From an optimization exercise on the open Yosys and OpenROAD flow, aimed at small area; shortcuts taken in it are not production practice. The RTL was checked by simulation tests, not by an equivalence proof against the original design. Power is estimated from default activity; no workload was simulated.

--- run.sh ---
#!/bin/bash
# synth_recipe.tcl (not shown) runs the flow's synth.tcl, then flattens the netlist and writes it again
# the make line also repeats each setting of config.mk as NAME=value (left out here)
make -C /OpenROAD-flow-scripts/flow DESIGN_CONFIG=/design/flow/config.mk WORK_HOME=/design/flow/orfs CLKGATE_MAP_FILE= SYNTH_SCRIPT=/design/flow/synth_recipe.tcl finish
--- config.mk ---
export PLATFORM = sky130hd
export DESIGN_NAME = sam_cell_decoder
export DESIGN_NICKNAME = sam_cell_decoder
export VERILOG_FILES = /design/flow/design.v
export SDC_FILE = /design/flow/constraint.sdc
export NUM_CORES = 4
export LEC_CHECK = 0
export CAP_MARGIN = 20
export CORE_MARGIN = 2
export CORE_UTILIZATION = 30
export PLACE_DENSITY = 0.36
export SLEW_MARGIN = 20
--- constraint.sdc ---
create_clock -name core_clock -period 5.0 [get_ports {clk}]
set_input_delay 1.0000 -clock core_clock [delete_from_list [all_inputs] [get_ports {clk}]]
set_output_delay 1.0000 -clock core_clock [all_outputs]
set_load 0.01 [all_outputs]
--- design.v ---
module sam_cell_decoder (
    input  wire         clk,
    input  wire         rst,               
    input  wire         ct_we,
    input  wire [3:0]   ct_idx,
    input  wire [7:0]   ct_val,
    input  wire         cell_valid,
    input  wire [1:0]   cell_kind,         
    input  wire [1:0]   cell_mode,         
    input  wire         cell_flash,        
    input  wire [3:0]   cell_border,       
    input  wire [3:0]   cell_old_border,   
    input  wire [31:0]  cell_data,         
    output reg          px_valid,
    output reg  [127:0] px,                
    output reg          px_hires
);
    localparam KIND_SCREEN = 2'd1;
    localparam KIND_TOGGLE = 2'd2;
    reg [7:0] ct [0:15];
    integer e;
    always @(posedge clk) begin
        if (rst) begin
            for (e = 0; e < 16; e = e + 1)
                ct[e] <= 8'h00;
        end else if (ct_we) begin
            ct[ct_idx] <= ct_val;
        end
    end
    wire [7:0] b0 = cell_data[31:24];
    wire [7:0] b1 = cell_data[23:16];
    wire [7:0] b2 = cell_data[15:8];
    wire [7:0] b3 = cell_data[7:0];
    wire [7:0] lo_d = b0;
    wire [7:0] lo_a = b1;
    wire [3:0] ink_idx   = {lo_a[6], lo_a[2:0]};
    wire [3:0] paper_idx = {lo_a[6], lo_a[5:3]};
    wire       swap      = cell_flash & lo_a[7];
    wire [3:0] fg_idx    = swap ? paper_idx : ink_idx;
    wire [3:0] bg_idx    = swap ? ink_idx   : paper_idx;
    reg [3:0] pix_idx [0:15];
    reg [7:0] hb;
    integer i, j;
    always @* begin
        for (i = 0; i < 16; i = i + 1) begin
            j  = i / 4;
            hb = (j == 0) ? b0 : (j == 1) ? b1 : (j == 2) ? b2 : b3;
            if (cell_kind == KIND_SCREEN) begin
                case (cell_mode)
                    2'd0, 2'd1:             
                        pix_idx[i] = lo_d[7 - i / 2] ? fg_idx : bg_idx;
                    2'd2:                   
                        pix_idx[i] = {2'b00, hb[7 - 2 * (i % 4) -: 2]};
                    default:                
                        pix_idx[i] = ((i % 4) < 2) ? hb[7:4] : hb[3:0];
                endcase
            end else begin
                pix_idx[i] = cell_border;
            end
        end
    end
    wire [7:0] old_col   = ct[cell_old_border];
    wire [7:0] decay_col = {old_col[5:0], old_col[7:6]};
    reg [127:0] px_next;
    integer k;
    always @* begin
        for (k = 0; k < 16; k = k + 1)
            px_next[8 * k +: 8] = ct[pix_idx[k]];
        if (cell_kind == KIND_TOGGLE)
            px_next[7:0] = decay_col;
    end
    always @(posedge clk) begin
        if (rst) begin
            px_valid <= 1'b0;
            px_hires <= 1'b0;
        end else begin
            px_valid <= cell_valid;
            if (cell_valid) begin
                px       <= px_next;
                px_hires <= (cell_kind == KIND_SCREEN) && (cell_mode == 2'd2);
            end
        end
    end
endmodule
==> flow_summary.json, run 1 <==
{
  "status": "complete, no violations",
  "yosysSeqAreaShare_pct": 30.3,
  "min_period_over_period_pct": 93.1,
  "hold_path_depth": 2,
  "syn-cell-area_mm2": 0.0255,
  "post_drt_wl_per_cell_um": 41.8,
  "hp-start": "px_hires$_SDFFE_PP0P_",
  "layout.nets": 2924,
  "timing.fmax_ghz": 0.215,
  "antenna_left": 0,
  "totalWireLength_um": 168000,
  "start_util_pct": 30.4,
  "num_vias": 26700,
  "cts_resized": 0,
  "tightest_slew_ps": 1330,
  "required_ps": 5370,
  "r2r-end": "px[0]$_DFFE_PP_",
  "crit_type": "primary input to register",
  "rr_startpoint": "ct[12][0]$_SDFFCE_PN0P_",
  "drive_above_1_share_pct": 16.1,
  "layout_common_cells": "366 x mux2i_1, 303 x nand2_1, 256 x edfxtp_1, 193 x buf_4, 189 x clkdlybuf4s50_1",
  "maxSlewHeadroom_pct": 11.2,
  "path_cells": "clkdlybuf4s50_1 -> buf_4 -> nand3b_1 -> a21boi_0 -> o31ai_4 -> buf_4 -> nand3_1 -> a21oi_1 -> a2111oi_0 -> buf_4 -> o21ai_0",
  "place_ws_ps": -63.3,
  "cp_data_arrival_time_ps": 5030,
  "io_pins": 191,
  "grt_start_max_net_pins": 65,
  "path_common_cell": "buf_4",
  "min_to": "px_hires$_SDFFE_PP0P_",
  "rsz0062_at_grt": "false",
  "max-vdd-ir-drop_mv": 0.297,
  "place_hpwl_um": 108000,
  "gp_congestion": 0.963,
  "period_needed_ps": 4650,
  "fin_skew_ps": 25.3,
  "fin_cells": 4023,
  "r2r_slack_ps": 2190,
  "async_flop_share_pct": 0,
  "core_area_mm2": 0.0840,
  "use_met2_pct": 56.9,
  "clkLatencyLatePin_ps": 660,
  "drtPass1Iterations": 6,
  "finalHoldViolations": 0,
  "vias_per_cell": 6.65,
  "setup_viol": 0,
  "antenna_found_initial": 33,
  "drv_slew": 0,
  "final_common_cell": "mux2i_1",
  "power_density_mw_per_mm2": 278,
  "max_cap_violations": 0,
  "cts_buffer_depth": 3,
  "std_cell_rows": 106,
  "syn_nets": 2862,
  "cts.sinks": 258,
  "grt_pass1_vias": 25100,
  "placed_cells": 3962,
  "endpoint_kind": "register",
  "ys.flop_type": "edfxtp_1",
  "cts_max_level": 1,
  "yosys_warnings": 2,
  "reg2reg_depth": 6,
  "synth_edf_count": 256,
  "finalWorstSetupSlack_ps": 346,
  "grt_busiest_layer": "met2",
  "avgSynthCellArea_um2": 9.10,
  "setup-tns-final_ps": 0,
  "die_h_um": 295,
  "critPathSlowestCell": "a2111oi_0",
  "met3_usage_pct": 13.7,
  "die-area_mm2": 0.0873,
  "drt_iter0_drc": 4146,
  "numCtsBuffers": 31,
  "ys_ff_latch": 258,
  "dieWidth_um": 295,
  "clk_pin_slew_worst_paths_ps": 60,
  "postCtsSetupBuffers": 0,
  "port_buffers": 190,
  "areaGrowthSynthToFinish_pct": 18.0,
  "gr-total-overflow": 0,
  "cpPeakStageDelay_ps": 890,
  "grtUsageMet1_pct": 46.6,
  "cts_hold_buf": 0,
  "grt_pass1_wl_um": 223000,
  "cp_max_fo": 24,
  "drc_errors": 0,
  "cts_tree": "yes",
  "hp-class": "register to register",
  "p_leak_nw": 11.3,
  "fin_util_pct": 35.8,
  "syn-instance-count": 2801,
  "worstSetupStartpointType": "primary input",
  "groute.usage.overall_pct": 37.6,
  "cts_root_buf": "clkbuf_16",
  "synth_cell_type_count": 84
}
-- critical path, delay by kind of cell --
| kind | cells | cell delay [ps] |
|---|---|---|
| AO/OA/AOI/OAI | 5 | 1950 |
| buffers and inverters | 4 | 1490 |
| AND/OR/NAND/NOR | 2 | 560 |
-- flip-flops by register name, summed over array words and instances (netlist names) --
register  flops
ct          128
px_valid      1
px          128
px_hires      1
-- where the power goes --
group          total (mW)  switching, mW  internal (mW)
sequential           2.89          0.298           2.59
combinational        3.23           2.03           1.20
clock                2.24           1.01           1.23
total                8.36           3.34           5.02
-- through the flow --
step	cell area (um2)	hold slack [ps]	total power, mW
after floorplan	25500	531	4.54
after global placement	29100	499	6.02
after detailed placement	29100	494	6.04
after CTS	30000	525	8.29
after global routing	30100	569	8.60
final	30100	514	8.36
-- cell families after synthesis --
family	share of synthesized area (%)
compound gates	22.5
buf+inv	6.40
flops	30.3
mux	24.0
simple gates	16.8
-- synthesized netlist by cell type, drive strengths merged, types with 25 or more instances --
cell    number  area [um2]
o21ai      154         771
edfxtp     256        7690
a311oi      27         236
a21oi      114         582
o22ai       33         206
and3        34         213
a21o        32         240
a31oi       40         287
mux4        76        1710
nor2        79         299
buf        123         678
and2       155         970
nand3      136         681
nand4       35         219
a22oi       61         458
mux2i      366        3660
clkbuf     246         927
o211ai      63         473
mux2        66         743
a211oi      25         188
nand2      303        1140
-- layout make-up --
class	count	area, um2
Antenna cell	4	10.0
Clock buffer	38	802
Clock inverter	17	141
Fill cell	8556	53900
Inverter	7	26.3
Multi-Input combinational cell	2167	16300
Sequential cell	258	7730
Tap cell	1134	1420
Timing Repair Buffer	398	3640
-- per-layer routing --
metal	vias to the layer above	wire length (um)	share of wire, %
li1	10900	-	-
met1	13400	64800	39
met2	1932	72900	43
met3	480	20000	12
met4	12	10100	6.0
met5	-	189	0.11
-- worst max-delay path by stage --
stage / endpoint / slack [ps] / from / cells past startpoint
floorplan: px[0]$_DFFE_PP_ / 50 / rst / 2
global placement: px[32]$_DFFE_PP_ / 130 / cell_flash / 11
detailed placement: px[40]$_DFFE_PP_ / -60 / cell_data[23] / 10
CTS: px[40]$_DFFE_PP_ / 590 / cell_data[23] / 10
global route: px[40]$_DFFE_PP_ / 380 / cell_data[23] / 10
finish: px[40]$_DFFE_PP_ / 350 / cell_flash / 11
==> run 2, diff against run 1 <==
==> design.v (replaced) <==
module sam_cell_decoder (
    input  wire         clk,
    input  wire         rst,               
    input  wire         ct_we,
    input  wire [3:0]   ct_idx,
    input  wire [7:0]   ct_val,
    input  wire         cell_valid,
    input  wire [1:0]   cell_kind,         
    input  wire [1:0]   cell_mode,         
    input  wire         cell_flash,        
    input  wire [3:0]   cell_border,       
    input  wire [3:0]   cell_old_border,   
    input  wire [31:0]  cell_data,         
    output reg          px_valid,
    output wire [127:0] px,                
    output wire         px_hires
);
    reg       p_we, p_rst;
    reg [3:0] p_idx;
    reg [7:0] p_val;
    always @(posedge clk) begin
        p_rst <= rst;
        p_we  <= ct_we & ~rst;
        p_idx <= ct_idx;
        p_val <= ct_val;
    end
    reg [7:0] ct [0:15];
    integer e;
    always @(posedge clk) begin
        for (e = 0; e < 16; e = e + 1)
            if (p_rst || (p_we && p_idx == e))
                ct[e] <= p_rst ? 8'h00 : p_val;
    end
    wire screen = (cell_kind == 2'd1);
    wire toggle = (cell_kind == 2'd2);
    wire m34    = screen & cell_mode[1];
    wire m3     = m34 & ~cell_mode[0];
    wire [7:0] d = cell_data[31:24];
    wire [7:0] a = cell_data[23:16];
    wire       swap   = cell_flash & a[7];
    wire [3:0] ink    = {a[6], a[2:0]};
    wire [3:0] paper  = {a[6], a[5:3]};
    wire [3:0] fg     = swap ? paper : ink;
    wire [3:0] bg     = swap ? ink   : paper;
    reg [3:0] idx_n [0:7];
    integer i;
    always @* begin
        for (i = 0; i < 8; i = i + 1) begin
            if (m34)
                idx_n[i] = m3 ? {cell_data[29 - 4 * i -: 2], cell_data[31 - 4 * i -: 2]}
                              : cell_data[31 - 4 * i -: 4];
            else if (screen)
                idx_n[i] = d[7 - i] ? fg : bg;
            else if (toggle && i == 0)
                idx_n[i] = cell_old_border;
            else
                idx_n[i] = cell_border;
        end
    end
    reg [3:0] idx_r [0:7];
    reg       m3_r, tg_r;
    integer r;
    always @(posedge clk) begin
        px_valid <= cell_valid & ~rst;
        m3_r     <= m3;
        tg_r     <= toggle;
        for (r = 0; r < 8; r = r + 1)
            idx_r[r] <= idx_n[r];
    end
    assign px_hires = m3_r;
    wire [7:0] port [0:7];
    wire [3:0] oddsel [0:7];    
    genvar g, k;
    generate
        for (g = 0; g < 8; g = g + 1) begin : rd
            wire [3:0] hi = idx_r[g][3:2];
            wire [3:0] lo = idx_r[g][1:0];
            wire [3:0] ph, pl, u;
            for (k = 0; k < 4; k = k + 1) begin : pd
                assign ph[k] = (hi == k);
                assign pl[k] = (lo == k);
                assign oddsel[g][k] = m3_r & ph[k];
            end
            assign u = {ph[3:1] & {3{~m3_r}}, ph[0] | m3_r};
            wire [15:0] oh;
            for (k = 0; k < 16; k = k + 1) begin : oh_g
                assign oh[k] = u[k / 4] & pl[k % 4];
            end
            reg [7:0] acc;
            integer q;
            always @* begin
                acc = 8'h00;
                for (q = 0; q < 16; q = q + 1)
                    acc = acc | ({8{oh[q]}} & ct[q]);
            end
            assign port[g] = acc;
        end
    endgenerate
    generate
        for (g = 0; g < 8; g = g + 1) begin : pix
            wire [7:0] even, odd, base;
            if (g == 0) begin : p0
                assign even = tg_r ? {port[0][5:0], port[0][7:6]} : port[0];
                assign base = tg_r ? port[1] : port[0];
            end else begin : pn
                assign even = port[g];
                assign base = port[g];
            end
            assign odd = ({8{~m3_r}} & base)
                       | ({8{oddsel[g][0]}} & ct[0])
                       | ({8{oddsel[g][1]}} & ct[1])
                       | ({8{oddsel[g][2]}} & ct[2])
                       | ({8{oddsel[g][3]}} & ct[3]);
            assign px[16 * g +: 8]     = even;
            assign px[16 * g + 8 +: 8] = odd;
        end
    endgenerate
endmodule
--- a/config.mk
+++ b/config.mk
@@ -6,4 +6,5 @@
 export NUM_CORES = 4
 export LEC_CHECK = 0
+export ABC_AREA = 1
 export CAP_MARGIN = 20
 export CORE_MARGIN = 2
==> run 2 against run 1 <==
  * Still clean on timing, DRC and antenna
  * Sequential power shrank 17%
  * Clock skew is essentially flat
  * Final cell count shrank 1.6%
  * Core utilization grew 0.74 points
  * Count of clock-buffer cells in the layout shrank 21
  * Largest cell class unchanged
==> flow_summary.json, run 2 <==
{
  "status": "complete, no violations",
  "tightest_slew_ps": 1390,
  "placed_cells": 3918,
  "cts_resized": 0,
  "postCtsSetupBuffers": 0,
  "grt_pass1_wl_um": 185000,
  "largest_reg_flops": 128,
  "totalWireLength_um": 140000,
  "gr-total-overflow": 0,
  "top_regs": "ct: 128 flops, idx_r: 32 flops, p_val: 8 flops",
  "setup-tns-final_ps": 0,
  "syn-instance-count": 3054,
  "std_cell_rows": 87,
  "period_needed_ps": 4730,
  "max-vdd-ir-drop_mv": 0.474,
  "hp-class": "register to register",
  "finalWorstSetupSlack_ps": 269,
  "drive_above_1_share_pct": 5.29,
  "fin_cells": 3960,
  "cts_buffer_depth": 2,
  "async_flop_share_pct": 0,
  "max_cap_violations": 0,
  "p_total_mw": 6.60,
  "required_ps": 4000,
  "place_hpwl_um": 98400,
  "drtPass1Iterations": 12,
  "synthDominantCellAreaShare_pct": 25.7,
  "core_area_mm2": 0.0566,
  "cp_max_fo": 7,
  "min_period_over_period_pct": 94.6,
  "die-area_mm2": 0.0595,
  "power_density_mw_per_mm2": 319,
  "yosysMostFrequentCell": "nand2_1",
  "syn_nets": 3115,
  "synth_area_leaders": "nand2_1 26%, edfxtp_1 22%, nand3_1 10%, nor2_1 9.0%, o21ai_0 6.0%",
  "cts_hold_buf": 0,
  "cts_tree": "yes",
  "timing.fmax_ghz": 0.211,
  "final_common_cell": "nand2_1",
  "maxSlewHeadroom_pct": 7.51,
  "synth_cell_type_count": 30,
  "num_vias": 24900,
  "drc_errors": 0,
  "fin_skew_ps": 25.2,
  "fin_hold_ws_ps": 697,
  "p_int_mw": 3.44,
  "synthTopCellsByCount": "1183 x nand2_1, 416 x nor2_1, 345 x nand3_1",
  "cts.sinks": 177,
  "regMostFlops": "ct",
  "vias_per_cell": 6.29,
  "clkLatencyLatePin_ps": 460,
  "place_ws_ps": 997,
  "p_leak_nw": 9.09,
  "antenna_found_initial": 13,
  "antenna_left": 0,
  "drv_slew": 0,
  "ys_ff_latch": 177,
  "port_buffers": 190,
  "power_frac_seq_pct": 36.3,
  "gp_congestion": 1.13,
  "cp_data_arrival_time_ps": 3730,
  "die_h_um": 244,
  "r2r_slack_ps": 3360,
  "yosys_warnings": 4,
  "cts_max_level": 4,
  "layout.nets": 3242,
  "power_frac_comb_pct": 42.7,
  "layout_common_cells": "1183 x nand2_1, 409 x nor2_1, 345 x nand3_1, 205 x inv_1, 204 x o21ai_0",
  "areaGrowthSynthToFinish_pct": 19.9,
  "clkPwrFrac_pct": 21.0,
  "fin_util_pct": 36.6,
  "finalHoldViolations": 0,
  "crit_type": "register to primary output",
  "p_sw_share_pct": 47.9,
  "rsz0062_at_grt": "false",
  "syn-cell-area_mm2": 0.0173,
  "start_util_pct": 30.5,
  "avgSynthCellArea_um2": 5.65,
  "post_drt_wl_per_cell_um": 35.4,
  "io_pins": 191,
  "ys.flop_type": "edfxtp_1",
  "yosysSeqAreaShare_pct": 27.9,
  "grt_start_max_net_pins": 49,
  "place_area_mm2": 0.0200,
  "worstSetupStartpointType": "register",
  "cts_root_buf": "clkbuf_16",
  "p_sw_mw": 3.16,
  "numCtsBuffers": 17,
  "synth_edf_count": 128,
  "post-synth-top-area-cell": "nand2_1",
  "groute.usage.overall_pct": 45.4,
  "grt_pass1_vias": 21700,
  "clk_pin_slew_worst_paths_ps": 80,
  "final_area_mm2": 0.0207,
  "setup_viol": 0,
  "endpoint_kind": "primary output",
  "dieWidth_um": 244,
  "drt_iter0_drc": 4454
}
[run 2: cell count changes after synthesis, moves of 154 or more]
| cell | before | now |
|---|---|---|
| inv_1 | 6 | 205 |
| clkbuf_1 | 243 | 59 |
| mux2i_1 | 366 | 0 |
| and2_1 | 154 | 0 |
| nand2_1 | 303 | 1183 |
| nor2_1 | 78 | 416 |
| nand3_1 | 136 | 345 |
[run 2: final timing paths]
path	to	cells past startpoint	start
worst max-delay path	px[73]	11	idx_r[4][3]$_DFF_P_
worst min-delay path	ct[1][2]$_DFFE_PP_	2	p_val[2]$_DFF_P_
worst min register to register	ct[1][2]$_DFFE_PP_	2	p_val[2]$_DFF_P_
worst max register to register	ct[11][5]$_DFFE_PP_	2	p_idx[1]$_DFF_P_
[run 2: layer usage]
layer	wire length (um)	global-route usage, %
met3	22500	21.7
met4	12800	34.7
met2	53900	61.2
met1	51000	55.1
met5	158	0.899
[run 2: kinds of logic (layout without fill, tap and decap cells)]
family | Yosys count | after routing | share of synthesized area (%)
buf+inv | 396 | 536 | 9.43
compound gates | 420 | 420 | 13.7
other cells | 0 | 10 | 0
flops | 177 | 177 | 27.9
simple gates | 2061 | 2061 | 48.9
[run 2: power by group through the flow]
stage	clock [mW]	combinational (mW)	sequential [mW]
after floorplan	0	1.34	1.82
after global placement	0	2.71	2.33
after detailed placement	0	2.71	2.33
after CTS	1.41	2.71	2.29
after global routing	1.46	2.92	2.32
final	1.39	2.82	2.40
[run 2: area by class of cell]
cell class                      instances  area (um2)
Sequential cell                       177        4830
Timing Repair Buffer                  280        2590
Inverter                              224         842
Antenna cell                           10        25.0
Clock inverter                         15         194
Clock buffer                           17         425
Multi-Input combinational cell       2481       10900
Tap cell                              756         946
Fill cell                            6284       35900
[run 2: worst max-delay path: stages (launching register included)]
cell and delay [ps]:
dfxtp_1 480, inv_1 90, nor2_1 600, nand2_1 290
nor2_1 570, nand2_1 130, o211ai_1 140, nor2_1 70
nand3_1 240, nand2_1 90, nand2_1 70, clkdlybuf4s50_1 520
==> run 3, diff against run 2 <==
--- a/design.v
+++ b/design.v
@@ -48,6 +48,5 @@
         for (i = 0; i < 8; i = i + 1) begin
             if (m34)
-                idx_n[i] = m3 ? {cell_data[29 - 4 * i -: 2], cell_data[31 - 4 * i -: 2]}
-                              : cell_data[31 - 4 * i -: 4];
+                idx_n[i] = cell_data[31 - 4 * i -: 4];
             else if (screen)
                 idx_n[i] = d[7 - i] ? fg : bg;
@@ -70,46 +69,50 @@
     assign px_hires = m3_r;
     wire [7:0] port [0:7];
-    wire [3:0] oddsel [0:7];    
+    wire [7:0] portb [0:7];   
     genvar g, k;
     generate
         for (g = 0; g < 8; g = g + 1) begin : rd
-            wire [3:0] hi = idx_r[g][3:2];
-            wire [3:0] lo = idx_r[g][1:0];
-            wire [3:0] ph, pl, u;
+            wire [1:0] hi = idx_r[g][3:2];
+            wire [1:0] lo = idx_r[g][1:0];
+            wire [3:0] ph, pl;
             for (k = 0; k < 4; k = k + 1) begin : pd
                 assign ph[k] = (hi == k);
                 assign pl[k] = (lo == k);
-                assign oddsel[g][k] = m3_r & ph[k];
             end
-            assign u = {ph[3:1] & {3{~m3_r}}, ph[0] | m3_r};
-            wire [15:0] oh;
-            for (k = 0; k < 16; k = k + 1) begin : oh_g
-                assign oh[k] = u[k / 4] & pl[k % 4];
+            wire [15:4] oh;
+            wire [3:0]  sel_e, sel_o;
+            for (k = 4; k < 16; k = k + 1) begin : oh_g
+                assign oh[k] = ~m3_r & ph[k / 4] & pl[k % 4];
             end
-            reg [7:0] acc;
+            for (k = 0; k < 4; k = k + 1) begin : lo_g
+                assign sel_e[k] = m3_r ? ph[k] : (ph[0] & pl[k]);
+                assign sel_o[k] = pl[k] & (m3_r | ph[0]);
+            end
+            reg [7:0] acc_h, acc_l, acc_o;
             integer q;
             always @* begin
-                acc = 8'h00;
-                for (q = 0; q < 16; q = q + 1)
-                    acc = acc | ({8{oh[q]}} & ct[q]);
+                acc_h = 8'h00;
+                for (q = 4; q < 16; q = q + 1)
+                    acc_h = acc_h | ({8{oh[q]}} & ct[q]);
+                acc_l = 8'h00;
+                acc_o = 8'h00;
+                for (q = 0; q < 4; q = q + 1) begin
+                    acc_l = acc_l | ({8{sel_e[q]}} & ct[q]);
+                    acc_o = acc_o | ({8{sel_o[q]}} & ct[q]);
+                end
             end
-            assign port[g] = acc;
+            assign port[g]  = acc_h | acc_l;
+            assign portb[g] = acc_h | acc_o;
         end
     endgenerate
     generate
         for (g = 0; g < 8; g = g + 1) begin : pix
-            wire [7:0] even, odd, base;
+            wire [7:0] even, odd;
             if (g == 0) begin : p0
                 assign even = tg_r ? {port[0][5:0], port[0][7:6]} : port[0];
-                assign base = tg_r ? port[1] : port[0];
             end else begin : pn
                 assign even = port[g];
-                assign base = port[g];
             end
-            assign odd = ({8{~m3_r}} & base)
-                       | ({8{oddsel[g][0]}} & ct[0])
-                       | ({8{oddsel[g][1]}} & ct[1])
-                       | ({8{oddsel[g][2]}} & ct[2])
-                       | ({8{oddsel[g][3]}} & ct[3]);
+            assign odd = (g == 0 && tg_r) ? port[1] : portb[g];
             assign px[16 * g +: 8]     = even;
             assign px[16 * g + 8 +: 8] = odd;
==> flow/run.sh (new file) <==
#!/bin/bash
# Standard ORFS layout with these changes:
#  - port buffers use sky130_fd_sc_hd__buf_1
#  - CTS without dummy loads, with smaller clock buffers
# Every tool's output goes to a log file in this folder.
set -euo pipefail
W=$(pwd)
rm -rf "$W/scripts"
cp -r "$FLOW_HOME/scripts" "$W/scripts"
cp "$W/flow/abc_area.script" "$W/scripts/abc_area.script"
bash "$W/standard.sh" SCRIPTS_DIR="$W/scripts" \
  BUFFER_PORTS_ARGS="-buffer_cell sky130_fd_sc_hd__buf_1" \
  CTS_ARGS="-sink_clustering_enable -repair_clock_nets -dont_use_dummy_load -buf_list {sky130_fd_sc_hd__clkbuf_4 sky130_fd_sc_hd__clkbuf_8}" \
  finish > "$W/flow_make.log" 2>&1
==> flow/abc_area.script (new file) <==
strash
dc2
&get -n
&dch -f
&nf -p -R 1000
&put
&get -n
&dch -f
&nf -p -R 1000
&put
&get -n
&dch -f
&nf -p -R 1000
&put
&get -n
&dch -f
&nf -p -R 1000
&put
topo
==> standard.sh (new file) <==
#!/bin/bash
# synth_recipe.tcl (not shown) runs the flow's synth.tcl, then flattens the netlist and writes it again
# the make line also repeats each setting of config.mk as NAME=value (left out here)
make -C /OpenROAD-flow-scripts/flow DESIGN_CONFIG=/design/flow/config.mk WORK_HOME=/design/flow/orfs CLKGATE_MAP_FILE= SYNTH_SCRIPT=/design/flow/synth_recipe.tcl "${@:-finish}"
removed: run.sh
==> run 3 against run 2 <==
  * Critical path type unchanged
  * Non-clock buffer count fell by 40
  * Count of clock-buffer cells in the layout did not move
  * Critical endpoint is now px[119]
  * Hold slack got worse by 160 ps
  * Sequential cell count did not move
  * Highest routed layer unchanged
  * Synthesized cell count fell by 51%
  * Largest power group is now sequential cells
  * Still clean on timing, DRC and antenna
  * Via count fell by 28%
==> flow_summary.json, run 3 <==
{
  "postCtsSetupBuffers": 0,
  "power_density_mw_per_mm2": 333,
  "regMostFlops": "ct",
  "finalHoldViolations": 0,
  "drv_slew": 0,
  "top_regs": "ct: 128 flops, idx_r: 32 flops, p_val: 8 flops",
  "clkLatencyLatePin_ps": 550,
  "grt_pass1_wl_um": 131000,
  "cts_tree": "yes",
  "crit_type": "register to primary output",
  "largest_reg_flops": 128,
  "rsz0062_at_grt": "false",
  "critPathSlowestCell": "dfxtp_2",
  "syn_nets": 1547,
  "clk_pin_slew_worst_paths_ps": 100,
  "post-synth-top-area-cell": "edfxtp_1",
  "period_needed_ps": 4700,
  "drive_above_1_share_pct": 4.13,
  "numCtsBuffers": 17,
  "cts_buffer_depth": 2,
  "synth_area_leaders": "edfxtp_1 29%, a222oi_1 20%, nand2_1 7.6%, dfxtp_1 7.5%, a22oi_1 4.7%",
  "required_ps": 4000,
  "cts_resized": 0,
  "antenna_left": 0,
  "syn-cell-area_mm2": 0.0130,
  "yosysSeqAreaShare_pct": 37.0,
  "synth_cell_type_count": 36,
  "avgSynthCellArea_um2": 8.77,
  "dieWidth_um": 212,
  "fin_hold_ws_ps": 533,
  "drt_iter0_drc": 4816,
  "num_vias": 17800,
  "max_cap_violations": 0,
  "synth_edf_count": 128,
  "drc_errors": 0,
  "core_area_mm2": 0.0430,
  "endpoint_kind": "primary output",
  "port_buffers": 190,
  "status": "complete, no violations",
  "maxSlewHeadroom_pct": 23.1,
  "fin_cells": 2330,
  "layout.nets": 1806,
  "worstSetupStartpointType": "register",
  "yosys_warnings": 4,
  "cpPeakStageDelay_ps": 850,
  "place_hpwl_um": 64400,
  "r2r_slack_ps": 2980,
  "antenna_found_initial": 3,
  "ys_ff_latch": 177,
  "post_drt_wl_per_cell_um": 41.6,
  "synthTopCellsByCount": "263 x nand2_1, 259 x a222oi_1, 153 x nor2_1",
  "vias_per_cell": 7.65,
  "p_total_mw": 5.04,
  "syn-instance-count": 1486,
  "ys.flop_type": "edfxtp_1",
  "timing.fmax_ghz": 0.213,
  "cts.sinks": 177,
  "die-area_mm2": 0.0451,
  "gr-total-overflow": 0,
  "hp-class": "primary input to register",
  "placed_cells": 2311,
  "start_util_pct": 30.3,
  "fin_skew_ps": 41.4,
  "tightest_slew_ps": 1140,
  "std_cell_rows": 76,
  "yosysMostFrequentCell": "nand2_1",
  "io_pins": 191,
  "totalWireLength_um": 96900,
  "die_h_um": 212,
  "path_cells": "nand3b_1 -> nor2_1 -> buf_4 -> a22o_1 -> a221oi_1 -> nand4_1 -> a221oi_1 -> nand3_1 -> buf_1",
  "grt_start_max_net_pins": 38,
  "grt_pass1_vias": 16200,
  "setup_viol": 0,
  "cts_root_buf": "clkbuf_8",
  "cp_data_arrival_time_ps": 3700,
  "layout_common_cells": "263 x nand2_1, 259 x a222oi_1, 190 x buf_1, 153 x nor2_1, 128 x edfxtp_1",
  "min_period_over_period_pct": 93.9,
  "path_common_cell": "a221oi_1",
  "groute.usage.overall_pct": 42.3,
  "setup-tns-final_ps": 0,
  "p_leak_nw": 4.95,
  "async_flop_share_pct": 0,
  "gp_congestion": 1.06,
  "drtPass1Iterations": 15,
  "areaGrowthSynthToFinish_pct": 16.0,
  "synthDominantCellAreaShare_pct": 29.5,
  "max-vdd-ir-drop_mv": 0.219,
  "cts_hold_buf": 0,
  "fin_util_pct": 35.2,
  "final_common_cell": "nand2_1",
  "cts_max_level": 4,
  "cp_max_fo": 35
}
-- run 3: worst max-delay path: cells and delay by family (launching register included) --
family                 cells  cell delay [ps]
AOI/OAI and AO/OA          3             1190
DFF                        1              850
and+or+nand+nor            4              730
buffers and inverters      2              370
-- run 3: per-stage QoR --
| step | area (um2) | setup slack [ps] |
|---|---|---|
| floorplan | 13000 | 961 |
| global placement | 14900 | 934 |
| detailed placement | 14900 | 1040 |
| CTS | 15100 | 400 |
| global route | 15100 | 161 |
| finish | 15100 | 305 |
-- run 3: worst paths after layout --
| check | start | end | depth (start not counted) |
|---|---|---|---|
| max | m3_r$_DFF_P_ | px[119] | 9 |
| min | ct_val[1] | p_val[1]$_DFF_P_ | 1 |
| max reg2reg | p_idx[1]$_DFF_P_ | ct[10][5]$_DFFE_PP_ | 3 |
| min reg2reg | p_val[2]$_DFF_P_ | ct[1][2]$_DFFE_PP_ | 2 |
-- run 3: report_power, final --
part           internal (mW)  switching, mW  total, mW
Combinational          0.613           1.30       1.91
Sequential              1.71          0.628       2.34
Clock                  0.299          0.488      0.787
-- run 3: layout make-up --
cell class | count | area (um2)
Tap cell | 585 | 732
Timing Repair Buffer | 240 | 1100
Antenna cell | 2 | 5.00
Clock buffer | 17 | 234
Multi-Input combinational cell | 1307 | 8210
Fill cell | 4557 | 27900
Sequential cell | 177 | 4830
Inverter | 2 | 7.51
-- run 3: cell families after synthesis --
logic type / Yosys count / synth area share (%)
AOI/OAI and AO/OA: 603 / 38.1
buffers and inverters: 2 / 0.0576
DFF: 177 / 37.0
muxes: 7 / 0.566
and+or+nand+nor: 697 / 24.2
-- run 3: routing by layer --
layer  global-route usage (%)  vias to the layer above  share of wire [%]
met4                     30.6                        2                8.5
met1                     51.9                     8653                 36
met3                     16.8                      411                 14
li1                         -                     7027                  -
met2                     59.7                     1733                 41
met5                    0.779                        -              0.018
==> run 4, diff against run 3 <==
--- a/design.v
+++ b/design.v
@@ -57,5 +57,5 @@
         end
     end
-    reg [3:0] idx_r [0:7];
+    reg [3:0] idx_rn [0:7];
     reg       m3_r, tg_r;
     integer r;
@@ -65,5 +65,5 @@
         tg_r     <= toggle;
         for (r = 0; r < 8; r = r + 1)
-            idx_r[r] <= idx_n[r];
+            idx_rn[r] <= ~idx_n[r];    
     end
     assign px_hires = m3_r;
@@ -73,6 +73,6 @@
     generate
         for (g = 0; g < 8; g = g + 1) begin : rd
-            wire [1:0] hi = idx_r[g][3:2];
-            wire [1:0] lo = idx_r[g][1:0];
+            wire [1:0] hi = ~idx_rn[g][3:2];
+            wire [1:0] lo = ~idx_rn[g][1:0];
             wire [3:0] ph, pl;
             for (k = 0; k < 4; k = k + 1) begin : pd
==> run 4 against run 3 <==
  * Largest cell class unchanged
  * Still clean
  * Synthesized cell count shrank 1.9%
  * Synthesized area is 0.54% lower
  * Non-clock buffer count decreased by 5
  * Wire length shrank 0.87%
  * Setup slack better by 130 ps
  * Critical endpoint is now px[126]
==> flow_summary.json, run 4 <==
{
  "setup-tns-final_ps": 0,
  "setup_viol": 0,
  "antenna_left": 0,
  "synthDominantCellAreaShare_pct": 29.6,
  "drv_slew": 0,
  "hp-class": "primary input to register",
  "cts_tree": "yes",
  "ys_ff_latch": 177,
  "place_hpwl_um": 64900,
  "yosysMostFrequentCell": "a222oi_1",
  "top_regs": "ct: 128 flops, idx_rn: 32 flops, p_val: 8 flops",
  "endpoint_kind": "primary output",
  "final_common_cell": "a222oi_1",
  "layout.nets": 1773,
  "power_frac_seq_pct": 46.6,
  "drtPass1Iterations": 14,
  "postCtsSetupBuffers": 0,
  "regMostFlops": "ct",
  "die-area_mm2": 0.0449,
  "areaGrowthSynthToFinish_pct": 16.0,
  "path_common_cell": "nand2_1",
  "drive_above_1_share_pct": 4.21,
  "drt_iter0_drc": 4595,
  "die_h_um": 212,
  "hold_path_depth": 1,
  "grt_pass1_vias": 16500,
  "largest_reg_flops": 128,
  "std_cell_rows": 76,
  "rr_startpoint": "p_idx[0]$_DFF_P_",
  "grt_start_max_net_pins": 49,
  "path_cells": "buf_12 -> or3_1 -> nor3_1 -> a222oi_1 -> nand3_1 -> a221oi_1 -> nand2_1 -> a21oi_1 -> nand2_1 -> buf_1",
  "post-synth-top-area-cell": "edfxtp_1",
  "p_sw_mw": 2.41,
  "yosysSeqAreaShare_pct": 37.2,
  "grt_pass1_wl_um": 130000,
  "groute.usage.overall_pct": 41.5,
  "r2r_slack_ps": 3000,
  "max_cap_violations": 0,
  "r2r-end": "ct[9][5]$_DFFE_PP_",
  "status": "complete, no violations",
  "reg2reg_depth": 3,
  "p_int_mw": 2.62,
  "post_drt_wl_per_cell_um": 41.9,
  "rsz0062_at_grt": "false",
  "clkPwrFrac_pct": 15.5,
  "cp_top_family": "simple AND/OR/NAND/NOR gates",
  "timing.fmax_ghz": 0.219,
  "vias_per_cell": 7.76,
  "fin_skew_ps": 35.0,
  "gr-total-overflow": 0,
  "crit_type": "register to primary output",
  "power_density_mw_per_mm2": 334,
  "required_ps": 4000,
  "layout_common_cells": "249 x a222oi_1, 242 x nand2_1, 190 x buf_1, 129 x nor2_1, 128 x edfxtp_1",
  "min_to": "p_val[7]$_DFF_P_",
  "fin_util_pct": 35.1,
  "drc_errors": 0,
  "maxSlewHeadroom_pct": 20.2,
  "synthTopCellsByCount": "249 x a222oi_1, 242 x nand2_1, 129 x nor2_1",
  "cts_buffer_depth": 2,
  "ys.flop_type": "edfxtp_1",
  "cts_hold_buf": 0,
  "synth_area_leaders": "edfxtp_1 30%, a222oi_1 19%, dfxtp_1 7.6%, nand2_1 7.0%, a22oi_1 6.0%",
  "cpPeakStageDelay_ps": 860,
  "cts_max_level": 4,
  "syn-cell-area_mm2": 0.0130,
  "worstSetupStartpointType": "register",
  "cts.sinks": 177,
  "async_flop_share_pct": 0,
  "finalHoldViolations": 0,
  "avgSynthCellArea_um2": 8.89,
  "gp_congestion": 1.04,
  "cp_data_arrival_time_ps": 3570,
  "port_buffers": 190,
  "yosys_warnings": 4,
  "synth_edf_count": 128,
  "p_leak_nw": 4.79,
  "max-vdd-ir-drop_mv": 0.215,
  "core_area_mm2": 0.0429,
  "min_period_over_period_pct": 91.4,
  "syn_nets": 1519,
  "cts_root_buf": "clkbuf_8",
  "power_frac_comb_pct": 37.9,
  "critPathSlowestCell": "nor3_1",
  "io_pins": 191,
  "syn-instance-count": 1458,
  "num_vias": 17800,
  "worst-path-buf-inv": 2,
  "hp-start": "ct_val[7]",
  "numCtsBuffers": 17,
  "antenna_found_initial": 3,
  "clkLatencyLatePin_ps": 550,
  "start_util_pct": 30.2,
  "cp_max_fo": 48,
  "synth_cell_type_count": 36,
  "clk_pin_slew_worst_paths_ps": 90,
  "cts_resized": 0,
  "totalWireLength_um": 96100,
  "dieWidth_um": 212,
  "p_sw_share_pct": 47.9,
  "tightest_slew_ps": 1190,
  "period_needed_ps": 4570
}
## run 4: cell count changes after synthesis, sizes merged, moves of 9 or more
cell    change
nand2      -21
a21oi      +16
o211ai     +20
a222oi     -10
nand3      -30
nand3b     -17
a22oi      +23
o22ai      +11
o21a        -9
nor2       -24
or2        +10
## run 4: worst max path at each step
stage / end / cells after the start / from / slack, ps
global route: px[12] / 10 / m3_r$_DFF_P_ / 240
CTS: px[1] / 11 / m3_r$_DFF_P_ / 520
floorplan: px[11] / 9 / m3_r$_DFF_P_ / 1180
finish: px[126] / 10 / m3_r$_DFF_P_ / 430
global placement: px[91] / 10 / idx_rn[5][3]$_DFF_P_ / 1100
detailed placement: px[126] / 10 / m3_r$_DFF_P_ / 1140
## run 4: worst register-to-register path: cells and delay by family (launching register included)
family	cells	cell delay [ps]
AO/OA/AOI/OAI	1	880
flip-flops	1	380
AND/OR/NAND/NOR	2	360
## run 4: cells by family after synthesis
logic type	share of synthesized area, %
mux	0.724
simple gates	21.6
flops	37.2
compound gates	40.3
buf+inv	0.232
## run 4: per-layer routing
layer,vias to the layer above,routed length (um),GRT usage (%)
met5,-,44,0
met4,2,7570,26.4
met3,445,13800,16.5
met2,1738,41100,62.3
met1,8666,33600,49.4
li1,6972,-,-
## run 4: power by group through the flow
| stage | Clock, mW | Sequential (mW) | Combinational (mW) |
|---|---|---|---|
| final | 0.778 | 2.34 | 1.90 |
| after floorplan | 0 | 1.95 | 1.03 |
| after detailed placement | 0 | 2.28 | 1.84 |
| after global routing | 0.839 | 2.29 | 2.00 |
| after CTS | 0.796 | 2.25 | 1.85 |
| after global placement | 0 | 2.29 | 1.85 |
## run 4: cell type report
| cell class | count | area (um2) |
|---|---|---|
| fillers | 4479 | 27800 |
| multi-input cells | 1273 | 8150 |
| flip-flops and latches | 177 | 4830 |
| repair buffers | 235 | 1060 |
| well taps | 585 | 732 |
| clock buffers | 17 | 234 |
| inverters | 8 | 30.0 |
| diodes | 1 | 2.50 |
## run 4: metrics by stage
stage | std cells | worst slack (ps) | instance area, um2 | hold slack (ps) | total power, mW
5_1_grt | 2295 | 237 | 15000 | 521 | 5.13
4_1_cts | 2294 | 521 | 15000 | 507 | 4.90
3_5_place_dp | 2277 | 1140 | 14800 | 784 | 4.12
6_report | 2296 | 431 | 15000 | 535 | 5.02
2_1_floorplan | 1458 | 1180 | 13000 | 691 | 2.98
3_3_place_gp | 2277 | 1100 | 14800 | 786 | 4.14
==> run 5, diff against run 4 <==
--- a/config.mk
+++ b/config.mk
@@ -8,4 +8,6 @@
 export ABC_AREA = 1
 export CAP_MARGIN = 20
+export CELL_PAD_IN_SITES_DETAIL_PLACEMENT = 1
+export CELL_PAD_IN_SITES_GLOBAL_PLACEMENT = 2
 export CORE_MARGIN = 2
 export CORE_UTILIZATION = 30
==> run 5 against run 4 <==
  * Sequential share of layout area barely moved
  * Highest routed layer is now met4
  * Clock skew rose by 4.4 ps
  * First-iteration DRC count rose by 2.5%
  * Fmax fell by 0.41%
  * Still clean on timing, DRC and antenna
  * Final cell count fell by 0.17%
  * Non-clock buffer count fell by 4
  * Critical path depth fell by 3
  * Count of clock-buffer cells in the layout did not move
  * Total power rose by 1.0%
==> flow_summary.json, run 5 <==
{
  "final_common_cell": "a222oi_1",
  "async_flop_share_pct": 0,
  "min_to": "p_val[5]$_DFF_P_",
  "setup_viol": 0,
  "vias_per_cell": 7.69,
  "drv_slew": 0,
  "regMostFlops": "ct",
  "clkLatencyLatePin_ps": 550,
  "finalHoldViolations": 0,
  "hp-class": "primary input to register",
  "ys.flop_type": "edfxtp_1",
  "synth_area_leaders": "edfxtp_1 30%, a222oi_1 19%, dfxtp_1 7.6%, nand2_1 7.0%, a22oi_1 6.0%",
  "rsz0062_at_grt": "false",
  "min_period_over_period_pct": 91.7,
  "drive_above_1_share_pct": 4.40,
  "post-synth-top-area-cell": "edfxtp_1",
  "worstSetupStartpointType": "register",
  "num_vias": 17600,
  "cts_resized": 0,
  "syn_nets": 1519,
  "antenna_left": 0,
  "r2r-end": "ct[10][4]$_DFFE_PP_",
  "yosysSeqAreaShare_pct": 37.2,
  "cts_tree": "yes",
  "grt_pass1_wl_um": 135000,
  "top_regs": "ct: 128 flops, idx_rn: 32 flops, p_val: 8 flops",
  "hp-start": "ct_val[5]",
  "avgSynthCellArea_um2": 8.89,
  "crit_type": "register to primary output",
  "synthDominantCellAreaShare_pct": 29.6,
  "syn-instance-count": 1458,
  "cts_buffer_depth": 2,
  "place_hpwl_um": 67300,
  "place_area_mm2": 0.0148,
  "max_cap_violations": 0,
  "areaGrowthSynthToFinish_pct": 15.9,
  "drc_errors": 0,
  "endpoint_kind": "primary output",
  "gr-total-overflow": 0,
  "grt_start_max_net_pins": 38,
  "start_util_pct": 30.2,
  "cts_max_level": 4,
  "final_area_mm2": 0.0150,
  "status": "complete, no violations",
  "timing.fmax_ghz": 0.218,
  "post_drt_wl_per_cell_um": 43.0,
  "cp_data_arrival_time_ps": 3590,
  "gp_congestion": 1.08,
  "std_cell_rows": 76,
  "ys_ff_latch": 177,
  "rr_startpoint": "p_idx[1]$_DFF_P_",
  "drtPass1Iterations": 17,
  "drt_iter0_drc": 4712,
  "port_buffers": 190,
  "die_h_um": 212,
  "cp-startpoint": "m3_r$_DFF_P_",
  "yosysMostFrequentCell": "a222oi_1",
  "power_density_mw_per_mm2": 338,
  "reg2reg_depth": 3,
  "cts.sinks": 177,
  "p_total_mw": 5.07,
  "hold_path_depth": 1,
  "syn-cell-area_mm2": 0.0130,
  "synth_edf_count": 128,
  "layout_common_cells": "249 x a222oi_1, 242 x nand2_1, 190 x buf_1, 129 x nor2_1, 128 x edfxtp_1",
  "cts_hold_buf": 0,
  "finalWorstSetupSlack_ps": 413,
  "max-vdd-ir-drop_mv": 0.316,
  "tightest_slew_ps": 1170,
  "setup-tns-final_ps": 0,
  "die-area_mm2": 0.0449,
  "fin_skew_ps": 39.4,
  "synth_cell_type_count": 36,
  "numCtsBuffers": 17,
  "period_needed_ps": 4590,
  "yosys_warnings": 4,
  "synthTopCellsByCount": "249 x a222oi_1, 242 x nand2_1, 129 x nor2_1",
  "layout.nets": 1769,
  "postCtsSetupBuffers": 0,
  "dieWidth_um": 212,
  "fin_util_pct": 35.0,
  "antenna_found_initial": 2,
  "grt_pass1_vias": 17300,
  "cp_max_fo": 34,
  "maxSlewHeadroom_pct": 21.2,
  "p_leak_nw": 4.78,
  "place_ws_ps": 1000,
  "r2r_slack_ps": 3040,
  "totalWireLength_um": 98500,
  "groute.usage.overall_pct": 43.1,
  "core_area_mm2": 0.0429,
  "required_ps": 4000,
  "clk_pin_slew_worst_paths_ps": 100,
  "io_pins": 191,
  "cts_root_buf": "clkbuf_8",
  "largest_reg_flops": 128
}
==> run 5: cell counts after synthesis <==
No cell type changed its count.
==> run 5: routing by layer <==
metal  GRT usage (%)  vias to the layer above  share of wire (%)
li1                -                     6948                  -
met1            51.5                     8700                 36
met2            63.4                     1552                 42
met3            17.0                      431                 14
met4            29.5                        0                8.6
met5               0                        -                  0
==> run 5: worst max-delay path by stage <==
stage	endpoint	slack, ps	cells past startpoint
final	px[80]	410	7
after global routing	px[78]	80	10
after CTS	px[12]	400	9
after detailed placement	px[12]	1000	9
after global placement	px[84]	830	6
after floorplan	px[11]	1180	9
==> run 5: power breakdown <==
group          internal [mW]  switching [mW]  total [mW]
Combinational          0.606            1.33        1.94
Clock                  0.299           0.491       0.790
Sequential              1.71           0.631        2.34
Total                   2.62            2.46        5.07
==> run 5: worst max-delay path, stage by stage, from the launching register on <==
cell and delay, ps:
dfxtp_2 800, or3_1 290, nor2_1 200, a222oi_1 410
nand3_1 110, nor2_1 660, nand3_1 350, buf_1 230
==> run 5: logic make-up (layout without fill, tap and decap cells) <==
| logic type | after synthesis | after routing | synth area share, % |
|---|---|---|---|
| buffers and inverters | 8 | 256 | 0.232 |
| other | 0 | 1 | 0 |
| multiplexers | 9 | 9 | 0.724 |
| AO/OA/AOI/OAI | 645 | 645 | 40.3 |
| flip-flops | 177 | 177 | 37.2 |
| AND/OR/NAND/NOR | 619 | 619 | 21.6 |
==> run 5: area by class of cell <==
cell class | instances | area, um2
multi-input combinational | 1273 | 8180
sequential | 177 | 4830
inverter | 8 | 30.0
tap | 585 | 732
clock buffer | 17 | 234
antenna | 1 | 2.50
fill | 5116 | 27900
timing repair buffer | 231 | 1020
==> run 5: per-stage QoR <==
stage,instances,hold slack (ps)
6_report,2292,537
3_3_place_gp,2272,780
3_5_place_dp,2274,769
4_1_cts,2291,495
2_1_floorplan,1458,691
5_1_grt,2291,515
==> run 6, diff against run 5 <==
--- a/design.v
+++ b/design.v
@@ -58,9 +58,10 @@
     end
     reg [3:0] idx_rn [0:7];
-    reg       m3_r, tg_r;
+    reg       m3_r, m3n_r, tg_r;
     integer r;
     always @(posedge clk) begin
         px_valid <= cell_valid & ~rst;
         m3_r     <= m3;
+        m3n_r    <= ~m3;    
         tg_r     <= toggle;
         for (r = 0; r < 8; r = r + 1)
@@ -73,4 +74,5 @@
     generate
         for (g = 0; g < 8; g = g + 1) begin : rd
+            wire m3g = (g < 4) ? m3_r : ~m3n_r;
             wire [1:0] hi = ~idx_rn[g][3:2];
             wire [1:0] lo = ~idx_rn[g][1:0];
@@ -83,9 +85,9 @@
             wire [3:0]  sel_e, sel_o;
             for (k = 4; k < 16; k = k + 1) begin : oh_g
-                assign oh[k] = ~m3_r & ph[k / 4] & pl[k % 4];
+                assign oh[k] = ~m3g & ph[k / 4] & pl[k % 4];
             end
             for (k = 0; k < 4; k = k + 1) begin : lo_g
-                assign sel_e[k] = m3_r ? ph[k] : (ph[0] & pl[k]);
-                assign sel_o[k] = pl[k] & (m3_r | ph[0]);
+                assign sel_e[k] = m3g ? ph[k] : (ph[0] & pl[k]);
+                assign sel_o[k] = pl[k] & (m3g | ph[0]);
             end
             reg [7:0] acc_h, acc_l, acc_o;
--- a/flow/run.sh
+++ b/flow/run.sh
@@ -2,4 +2,5 @@
 # Standard ORFS layout with these changes:
 #  - port buffers use sky130_fd_sc_hd__buf_1
+#  - timing-driven global placement does not keep its trial buffering
 #  - CTS without dummy loads, with smaller clock buffers
 # Every tool's output goes to a log file in this folder.
@@ -11,4 +12,5 @@
 bash "$W/standard.sh" SCRIPTS_DIR="$W/scripts" \
   BUFFER_PORTS_ARGS="-buffer_cell sky130_fd_sc_hd__buf_1" \
+  GPL_KEEP_OVERFLOW=0 \
   CTS_ARGS="-sink_clustering_enable -repair_clock_nets -dont_use_dummy_load -buf_list {sky130_fd_sc_hd__clkbuf_4 sky130_fd_sc_hd__clkbuf_8}" \
   finish > "$W/flow_make.log" 2>&1
--- a/config.mk
+++ b/config.mk
@@ -13,3 +13,4 @@
 export CORE_UTILIZATION = 30
 export PLACE_DENSITY = 0.36
+export SETUP_SLACK_MARGIN = 0.1
 export SLEW_MARGIN = 20
==> run 6 against run 5 <==
  * Sequential share of layout area rose by 0.66 points
  * Combinational power fell by 4%
  * Final cell count fell by 2.1%
  * Critical endpoint is now px[37]
  * Wire length rose by 2.4%
  * First-iteration DRC count fell by 8.1%
  * Via count rose by 0.29%
  * Total power rose by 0.82%
  * Largest cell class unchanged
  * Setup slack got worse by 220 ps
  * Sequential cell count rose by 1
  * Register-to-register slack got worse by 30 ps
  * Hold slack got worse by 2.3 ps
  * Critical path depth rose by 1
==> flow_summary.json, run 6 <==
{
  "placed_cells": 2221,
  "yosysSeqAreaShare_pct": 37.4,
  "async_flop_share_pct": 0,
  "clk_pin_slew_worst_paths_ps": 100,
  "required_ps": 4000,
  "cts_buffer_depth": 2,
  "gp_congestion": 1.02,
  "core_area_mm2": 0.0429,
  "period_needed_ps": 4810,
  "maxSlewHeadroom_pct": 15.3,
  "crit_type": "register to primary output",
  "largest_reg_flops": 128,
  "place_hpwl_um": 67000,
  "setup_viol": 0,
  "port_buffers": 190,
  "fin_cells": 2244,
  "wl_met2_um": 41800,
  "rsz0062_at_grt": "false",
  "synthDominantCellAreaShare_pct": 29.7,
  "cp_top_family": "simple AND/OR/NAND/NOR gates",
  "avgSynthCellArea_um2": 8.98,
  "p_leak_nw": 4.57,
  "start_util_pct": 30.2,
  "die_h_um": 212,
  "cts.sinks": 178,
  "antenna_found_initial": 4,
  "cp_max_fo": 8,
  "ys.flop_type": "edfxtp_1",
  "max_cap_violations": 0,
  "syn-cell-area_mm2": 0.0130,
  "fin_skew_ps": 40.7,
  "status": "complete, no violations",
  "yosys_warnings": 4,
  "cp_data_arrival_time_ps": 3810,
  "path_cells": "nand2_1 -> nor3_1 -> a222oi_1 -> nand4_1 -> a221oi_1 -> and2_0 -> nand3_1 -> buf_1",
  "finalHoldViolations": 0,
  "grt_pass1_wl_um": 136000,
  "critPathSlowestCell": "nor3_1",
  "drtPass1Iterations": 13,
  "die-area_mm2": 0.0448,
  "tightest_slew_ps": 1260,
  "std_cell_rows": 76,
  "p_total_mw": 5.12,
  "drv_slew": 0,
  "clkLatencyLatePin_ps": 560,
  "totalWireLength_um": 101000,
  "cts_max_level": 4,
  "gr-total-overflow": 0,
  "synthTopCellsByCount": "274 x a222oi_1, 235 x nand2_1, 129 x nor2_1",
  "hp-class": "primary input to register",
  "max-vdd-ir-drop_mv": 0.267,
  "grt_start_max_net_pins": 38,
  "cts_hold_buf": 0,
  "post_drt_wl_per_cell_um": 44.9,
  "timing.fmax_ghz": 0.208,
  "ys_ff_latch": 178,
  "cts_tree": "yes",
  "post-synth-top-area-cell": "edfxtp_1",
  "synth_edf_count": 128,
  "cpPeakStageDelay_ps": 990,
  "drive_above_1_share_pct": 2.96,
  "vias_per_cell": 7.88,
  "maxUsedRoutingLayer": "met4",
  "place_area_mm2": 0.0145,
  "met3WireLength_um": 14100,
  "syn_nets": 1504,
  "final_common_cell": "a222oi_1",
  "min_period_over_period_pct": 96.1,
  "antenna_left": 0,
  "power_density_mw_per_mm2": 346,
  "worstSetupStartpointType": "register",
  "synth_area_leaders": "edfxtp_1 30%, a222oi_1 21%, dfxtp_1 7.7%, nand2_1 6.8%, nand3_1 4.4%",
  "drt_iter0_drc": 4330,
  "cts_root_buf": "clkbuf_8",
  "grt_pass1_vias": 17000,
  "drc_errors": 0,
  "num_vias": 17700,
  "io_pins": 191,
  "met1_length_um": 35800,
  "layout_common_cells": "274 x a222oi_1, 234 x nand2_1, 190 x buf_1, 129 x nor2_1, 128 x edfxtp_1",
  "areaGrowthSynthToFinish_pct": 14.2,
  "postCtsSetupBuffers": 0,
  "regMostFlops": "ct",
  "cts_resized": 0,
  "syn-instance-count": 1443,
  "dieWidth_um": 212,
  "groute.usage.overall_pct": 44.2,
  "endpoint_kind": "primary output",
  "layout.nets": 1719,
  "top_regs": "ct: 128 flops, idx_rn: 32 flops, p_val: 8 flops",
  "numCtsBuffers": 17,
  "final_area_mm2": 0.0148,
  "worst-path-buf-inv": 1,
  "setup-tns-final_ps": 0,
  "yosysMostFrequentCell": "a222oi_1",
  "synth_cell_type_count": 35
}
-- run 6: cell count changes after synthesis, sizes merged, moves of 8 or more --
cell	before	now
o22ai	12	4
nor3b	3	11
a222oi	249	274
nand3	90	114
nor3	37	24
a21oi	95	83
and2	7	24
a22oi	104	71
-- run 6: layout make-up --
type	instances	area, um2
Timing Repair Buffer	196	761
Tap cell	585	732
Clock buffer	17	234
Sequential cell	178	4850
Fill cell	5114	28100
Multi-Input combinational cell	1260	8190
Antenna cell	3	7.51
Inverter	5	18.8
-- run 6: cell families (layout without fill, tap and decap cells) --
kind of cell           count (synthesis)  after routing  synth area share, %
AOI/OAI and AO/OA                    607            607                 38.8
buffers and inverters                  5            218                0.145
DFF                                  178            178                 37.4
muxes                                  9              9                0.725
other                                  0              3                    0
and+or+nand+nor                      644            644                 22.9
-- run 6: through the flow --
stage | hold WS, ps | util, % | worst slack [ps]
2_1_floorplan | 691 | - | 1550
3_3_place_gp | 846 | 33.6 | -57.8
3_5_place_dp | 620 | 33.8 | 740
4_1_cts | 502 | 34.3 | 117
5_1_grt | 509 | 34.5 | 148
6_report | 535 | 34.5 | 193
-- run 6: path summary, 6_finish.rpt --
path | from | end | slack [ps] | cells after the start
hold / removal | ct_val[1] | p_val[1]$_DFF_P_ | 540 | 1
setup reg to reg | p_idx[0]$_DFF_P_ | ct[5][0]$_DFFE_PP_ | 3010 | 3
setup / recovery | idx_rn[2][0]$_DFF_P_ | px[37] | 190 | 8
hold reg to reg | p_val[7]$_DFF_P_ | ct[1][7]$_DFFE_PP_ | 650 | 1
-- run 6: metal layers --
layer,track usage (%),up-vias
li1,-,6823
met1,53.2,8772
met2,63.7,1623
met3,16.9,464
met4,33.2,0
met5,0.779,-
-- run 6: worst register-to-register path, delay by kind of cell (launching register included) --
| kind | cells | cell delay (ps) |
|---|---|---|
| AO/OA/AOI/OAI | 1 | 850 |
| flip-flops | 1 | 400 |
| AND/OR/NAND/NOR | 2 | 360 |
-- run 6: power by group --
group          total [mW]  leakage [nW]  switching, mW  internal, mW
combinational        1.86          2.79           1.27         0.585
clock               0.834         0.122          0.534         0.300
sequential           2.42          1.66          0.704          1.72
total                5.12          4.57           2.51          2.61
==> run 7, diff against run 6 <==
==> flow/abc_area.script (replaced) <==
strash
dc2
&get -n
&dch -f
&nf -p -R 1000
&put
mfs2
&get -n
&dch -f
&nf -p -R 1000
&put
mfs2
&get -n
&dch -f
&nf -p -R 1000
&put
mfs2
&get -n
&dch -f
&nf -p -R 1000
&put
topo
==> run 7 against run 6 <==
  * Clock skew grew 1.7 ps
  * Critical path depth rose by 1
  * Via count up 0.58%
  * Non-clock buffer count unchanged
  * First-iteration DRC count increased by 6.1%
  * Clock power shrank 1%
  * Core utilization rose by 0.30 points
  * Count of clock-buffer cells in the layout unchanged
  * Total power up 0.47%
  * Still clean on timing, DRC and antenna
  * Sequential power hardly changed
  * Hold slack gained 4.9 ps
==> flow_summary.json, run 7 <==
{
  "max-vdd-ir-drop_mv": 0.307,
  "groute.usage.overall_pct": 43.6,
  "cts_max_level": 4,
  "cpPeakStageDelay_ps": 1110,
  "cp_data_arrival_time_ps": 3790,
  "p_int_mw": 2.62,
  "timing.fmax_ghz": 0.209,
  "std_cell_rows": 75,
  "setup_viol": 0,
  "dieWidth_um": 211,
  "ys.flop_type": "edfxtp_1",
  "antenna_left": 0,
  "p_sw_mw": 2.52,
  "synth_cell_type_count": 38,
  "cts_tree": "yes",
  "fin_skew_ps": 42.4,
  "cp_max_fo": 24,
  "die_h_um": 211,
  "post_drt_wl_per_cell_um": 45.0,
  "status": "complete, no violations",
  "power_frac_seq_pct": 46.9,
  "place_hpwl_um": 66200,
  "path_common_cell": "nand2_1",
  "crit_end": "px[104]",
  "regMostFlops": "ct",
  "r2r_slack_ps": 3010,
  "port_buffers": 190,
  "critPathSlowestCell": "dfxtp_1",
  "syn-instance-count": 1442,
  "grt_pass1_vias": 17400,
  "antenna_found_initial": 3,
  "layout_common_cells": "303 x a222oi_1, 264 x nand2_1, 190 x buf_1, 136 x nor2_1, 128 x edfxtp_1",
  "syn_nets": 1503,
  "met3_usage_pct": 17.3,
  "syn-cell-area_mm2": 0.0129,
  "ys_ff_latch": 178,
  "reg2reg_depth": 1,
  "power_frac_comb_pct": 37.1,
  "drt_iter0_drc": 4593,
  "worstSetupStartpointType": "register",
  "r2r-end": "ct[15][7]$_DFFE_PP_",
  "path_cells": "nand3b_1 -> nor2_1 -> a222oi_1 -> nand3_1 -> a221oi_1 -> nand2_1 -> a21oi_1 -> nand2_1 -> buf_1",
  "p_sw_share_pct": 49.1,
  "hp-class": "primary input to register",
  "cp-startpoint": "m3n_r$_DFF_P_",
  "gr-total-overflow": 0,
  "vias_per_cell": 8.08,
  "cts.sinks": 178,
  "rr_startpoint": "p_rst$_DFF_P_",
  "totalWireLength_um": 98900,
  "synthTopCellsByCount": "303 x a222oi_1, 265 x nand2_1, 136 x nor2_1",
  "num_vias": 17800,
  "drv_slew": 0,
  "async_flop_share_pct": 0,
  "start_util_pct": 30.5,
  "io_pins": 191,
  "core_area_mm2": 0.0422,
  "worst-path-buf-inv": 1,
  "synth_edf_count": 128,
  "yosys_warnings": 4,
  "cp_top_family": "simple AND/OR/NAND/NOR gates",
  "finalWorstSetupSlack_ps": 209,
  "numCtsBuffers": 17,
  "avgSynthCellArea_um2": 8.94,
  "finalHoldViolations": 0,
  "top_regs": "ct: 128 flops, idx_rn: 32 flops, p_val: 8 flops",
  "drtPass1Iterations": 15,
  "clk_pin_slew_worst_paths_ps": 100,
  "clkPwrFrac_pct": 16.0,
  "p_total_mw": 5.14,
  "setup-tns-final_ps": 0,
  "clkLatencyLatePin_ps": 560,
  "areaGrowthSynthToFinish_pct": 13.9,
  "grt_pass1_wl_um": 136000,
  "path_depth": 9,
  "drive_above_1_share_pct": 2.78,
  "tightest_slew_ps": 1210,
  "post-synth-top-area-cell": "edfxtp_1",
  "rsz0062_at_grt": "false",
  "gp_congestion": 0.996,
  "synth_area_leaders": "edfxtp_1 30%, a222oi_1 24%, dfxtp_1 7.8%, nand2_1 7.7%, nand3_1 4.4%",
  "crit_type": "register to primary output",
  "period_needed_ps": 4790,
  "max_cap_violations": 0,
  "layout.nets": 1718,
  "die-area_mm2": 0.0447,
  "endpoint_kind": "primary output",
  "synthDominantCellAreaShare_pct": 29.8,
  "largest_reg_flops": 128,
  "use_met2_pct": 63.3,
  "grtUsageMet1_pct": 52.8,
  "p_leak_nw": 4.70,
  "yosysSeqAreaShare_pct": 37.6,
  "power_density_mw_per_mm2": 350,
  "yosysMostFrequentCell": "a222oi_1",
  "cts_root_buf": "clkbuf_8",
  "final_common_cell": "a222oi_1",
  "grt_busiest_layer": "met2",
  "cts_buffer_depth": 2,
  "required_ps": 4000,
  "min_period_over_period_pct": 95.8,
  "place_ws_ps": 647,
  "drc_errors": 0,
  "postCtsSetupBuffers": 0,
  "grt_start_max_net_pins": 38,
  "maxSlewHeadroom_pct": 18.9
}
## run 7: cell families after synthesis
| logic type | Yosys count | synth area share, % |
|---|---|---|
| compound gates | 603 | 39.0 |
| buf+inv | 5 | 0.146 |
| flops | 178 | 37.6 |
| mux | 10 | 0.805 |
| simple gates | 646 | 22.4 |
## run 7: layout make-up
cell class | instances | area, um2
Tap cell | 539 | 674
Clock buffer | 17 | 234
Multi-Input combinational cell | 1259 | 8120
Timing Repair Buffer | 196 | 778
Sequential cell | 178 | 4850
Antenna cell | 6 | 15.0
Fill cell | 5022 | 27500
Inverter | 5 | 18.8
## run 7: repair_timing
item,CTS,global route
pin swaps,0,0
gates resized for setup,1,2
endpoints found under the setup margin,6,3
hold buffers,0,0
## run 7: per-layer routing
layer / vias up / part of all wire (%)
met4: 3 / 8.7
met5: - / 0.034
met1: 8773 / 36
met2: 1685 / 41
met3: 493 / 14
li1: 6830 / -
## run 7: stage by stage
stage	instances	utilization [%]	hold WS, ps	cell area [um2]
2_1_floorplan	1442	-	691	12900
3_3_place_gp	2171	33.8	844	14300
3_5_place_dp	2176	34.1	625	14400
4_1_cts	2193	34.6	514	14600
5_1_grt	2195	34.8	523	14700
6_report	2200	34.8	540	14700
## run 7: worst min-delay path by stage
stage                     startpoint            endpoint  slack [ps]  cells past startpoint
global route               ct_val[2]    p_val[2]$_DFF_P_         520                      1
CTS                        ct_val[2]    p_val[2]$_DFF_P_         510                      1
detailed placement  p_val[3]$_DFF_P_  ct[3][3]$_DFFE_PP_         620                      1
global placement    p_val[6]$_DFF_P_  ct[3][6]$_DFFE_PP_         840                      1
finish                     ct_val[2]    p_val[2]$_DFF_P_         540                      1
floorplan           p_val[0]$_DFF_P_  ct[0][0]$_DFFE_PP_         690                      1
## run 7: power by group through the flow
stage	registers [mW]	logic [mW]	clock network [mW]
floorplan	1.95	1.07	0
global placement	2.34	1.84	0
detailed placement	2.34	1.85	0
CTS	2.31	1.86	0.833
global route	2.36	2.02	0.879
finish	2.41	1.91	0.825

==> re-timing with driven ports <==
In the flow no input, the clock included, has a driving cell. The finished layouts below were timed again as built, in two steps. Step 1 assumes that a clkbuf_16 drives the clock port and a buf_2 every other input. Step 2 also shifts input and output timing later by t, the mid clock arrival at the registers, as if the neighbouring blocks saw the same clock. Slacks: no drivers / after step 1 / after step 2; pairs: no drivers / after step 1.
run	shift t [ns]	setup WS [ns]	worst register clock-pin slew, ns	worst data-port slew with drivers (ns)	cell pins on the clock port's net
run 1	0.712	0.346 / 0.385 / -0.327	0.09 / 0.09	0.07	1
run 2	0.498	0.269 / 0.216 / 0.714	0.10 / 0.10	0.05	1
run 3	0.593	0.305 / 0.247 / 0.840	0.11 / 0.11	0.07	1
run 4	0.596	0.431 / 0.378 / 0.974	0.10 / 0.10	0.05	1
run 5	0.583	0.413 / 0.359 / 0.942	0.11 / 0.11	0.04	1
run 6	0.595	0.193 / 0.136 / 0.732	0.12 / 0.12	0.06	1
run 7	0.590	0.209 / 0.151 / 0.741	0.12 / 0.12	0.08	1
Met with ideal ports but missed after step 2: setup timing in run 1. The setup slack of run 1, which loses most, moves by +0.039 ns with the drivers and by -0.673 ns with both steps.
